Context: an optimization exercise on an open-source flow, tuned for small area. The choices shown serve that exercise and are no tape-out recipe. Only simulation tests tie the RTL to the original design; equivalence was not proved.

Setup of oak:
Design tm1628_ctrl, start of the top module:
module tm1628_ctrl (
    input  wire       clk,
    input  wire       rst,
    input  wire       req_valid,
    output wire       req_ready,
    input  wire [7:0] req_data,
    output wire       rsp_valid,
    input  wire       rsp_ready,
    output reg  [7:0] rsp_data,
    output wire       stb,
    output wire       sclk,
    output wire       dio_out,
    output wire       dio_oe,
    input  wire       dio_in
);
==> flow/config.mk <==
export PLATFORM = sky130hd
export DESIGN_NAME = tm1628_ctrl
export DESIGN_NICKNAME = tm1628_ctrl
export VERILOG_FILES = /design/flow/design.v
export SDC_FILE = /design/flow/constraint.sdc
export NUM_CORES = 4
export LEC_CHECK = 0
export CAP_MARGIN = 20
export CORE_MARGIN = 2
export CORE_UTILIZATION = 72
export GPL_TIMING_DRIVEN = 0
export SLEW_MARGIN = 20
==> flow/constraint.sdc <==
create_clock -name core_clock -period 10.0 [get_ports {clk}]
set_input_delay 2.0000 -clock core_clock [delete_from_list [all_inputs] [get_ports {clk}]]
set_output_delay 2.0000 -clock core_clock [all_outputs]
set_load 0.01 [all_outputs]
standard.sh (not shown) runs the stock make flow with config.mk's settings and CLKGATE_MAP_FILE= SYNTH_SCRIPT=/design/flow/synth_recipe.tcl, a recipe that flattens the netlist after the stock synthesis.
==> flow/flow/run.sh <==
#!/bin/bash
# Standard layout, with these changes to how it is made: ABC maps the whole
# logic (adders included) with an area-oriented script, the port buffers are
# buf_1, and clock tree synthesis inserts no dummy loads.
set -euo pipefail
work=$(pwd)
rm -rf "$work/scripts"
cp -r "$FLOW_HOME/scripts" "$work/scripts"
cp "$work/flow/abc.script" "$work/scripts/abc_speed.script"
cts="-sink_clustering_enable -repair_clock_nets -sink_clustering_size 16 -sink_clustering_max_diameter 40 -buf_list sky130_fd_sc_hd__clkbuf_8 -dont_use_dummy_load"
bash "$work/standard.sh" "SCRIPTS_DIR=$work/scripts" "ADDER_MAP_FILE=" "CTS_ARGS=$cts" \
    "BUFFER_PORTS_ARGS=-inputs -outputs -buffer_cell sky130_fd_sc_hd__buf_1" finish > "$work/flow_make.log" 2>&1
==> flow/flow/abc.script <==
&get -n
&st
&dch -f
&nf -R 1000 -p
&put
mfs2
&get -n
&st
&dch -f
&nf -R 1000 -p
&put
mfs2
&get -n
&st
&dch -f
&nf -R 1000 -p
&put
topo
Setup changes, oak to pine
- removing GPL_TIMING_DRIVEN (formerly 0)
- changing CORE_UTILIZATION from 72 to 40
-- flow/flow/run.sh --
<<< oak, line 9
cp "$work/flow/abc.script" "$work/scripts/abc_speed.script"
cts="-sink_clustering_enable -repair_clock_nets -sink_clustering_size 16 -sink_clustering_max_diameter 40 -buf_list sky130_fd_sc_hd__clkbuf_8 -dont_use_dummy_load"
bash "$work/standard.sh" "SCRIPTS_DIR=$work/scripts" "ADDER_MAP_FILE=" "CTS_ARGS=$cts" \
>>> pine, line 9
cp "$work/flow/abc.script" "$work/scripts/abc_speed.script"
cts="-sink_clustering_enable -repair_clock_nets -sink_clustering_size 16 -sink_clustering_max_diameter 50 -buf_list sky130_fd_sc_hd__clkbuf_8 -dont_use_dummy_load"
bash "$work/standard.sh" "SCRIPTS_DIR=$work/scripts" "ADDER_MAP_FILE=" "CTS_ARGS=$cts" \
[summary]
Going from oak to pine, arrival time of the worst setup path moved down; clock latency on the worst-skew pair lower; number of antenna violations at the first check in global routing grew by 1.
The higher fraction of final layout cells with drive strength greater than 1 of oak and pine is in pine.
When pine is set beside oak, its setup slack turns out to be 0.20 ns larger.
What birch does differently from pine at the input level:
- CORE_UTILIZATION changed from 40 to 60
-- flow/flow/run.sh --
<<< pine, line 9
cp "$work/flow/abc.script" "$work/scripts/abc_speed.script"
cts="-sink_clustering_enable -repair_clock_nets -sink_clustering_size 16 -sink_clustering_max_diameter 50 -buf_list sky130_fd_sc_hd__clkbuf_8 -dont_use_dummy_load"
bash "$work/standard.sh" "SCRIPTS_DIR=$work/scripts" "ADDER_MAP_FILE=" "CTS_ARGS=$cts" \
>>> birch, line 9
cp "$work/flow/abc.script" "$work/scripts/abc_speed.script"
cts="-sink_clustering_enable -repair_clock_nets -sink_clustering_size 16 -sink_clustering_max_diameter 40 -buf_list sky130_fd_sc_hd__clkbuf_8 -dont_use_dummy_load"
bash "$work/standard.sh" "SCRIPTS_DIR=$work/scripts" "ADDER_MAP_FILE=" "CTS_ARGS=$cts" \
[summary]
Looking at the reports, birch completed the entire flow and the layout it produced met the timing, design-rule and antenna checks. Net count after synthesis: pine vs birch identical. Of pine and birch, birch shows the higher number of vias per cell after detailed routing, with pine below it. Against pine, final period demand of the worst path in birch came out better. Worst setup slack, pine and birch, higher one = birch. birch against pine: layout-stage area growth over the synthesis result decreased by 1.2 points relative to the old numbers; clock insertion delay at the later pin of the skew report flat; count of state elements after synthesis shows no meaningful change; post-layout instance area has decreased.

[re-timing with driven ports]
Ports are ideal in the flow. The routed layouts listed here were re-timed in OpenROAD. Step 1 (the two cells are an assumption about what drives the block):
set clk [get_ports {clk}]
set_driving_cell -lib_cell sky130_fd_sc_hd__clkbuf_16 $clk
set_driving_cell -lib_cell sky130_fd_sc_hd__buf_2 [delete_from_list [all_inputs] $clk]
Step 2 moves the port delays by t, midway between the first and last clock arrival at a register: inputs arrive t later, outputs are due t later. That takes back most of the time a late clock gives input paths. a / b / c = ideal / step 1 / step 2; a / b = the first two.
run | t (ns) | setup WS [ns] | worst setup path at the end | clock arrival spread, ns | worst register clock-pin slew, ns
oak | 0.597 | 2.919 / 2.872 / 3.469 | register to output | 0.090 / 0.090 | 0.11 / 0.11
pine | 0.589 | 3.118 / 3.073 / 3.662 | register to output | 0.078 / 0.079 | 0.10 / 0.10
birch | 0.574 | 3.136 / 3.092 / 3.666 | register to output | 0.081 / 0.081 | 0.10 / 0.10
After both steps setup and hold are still met in every run listed.
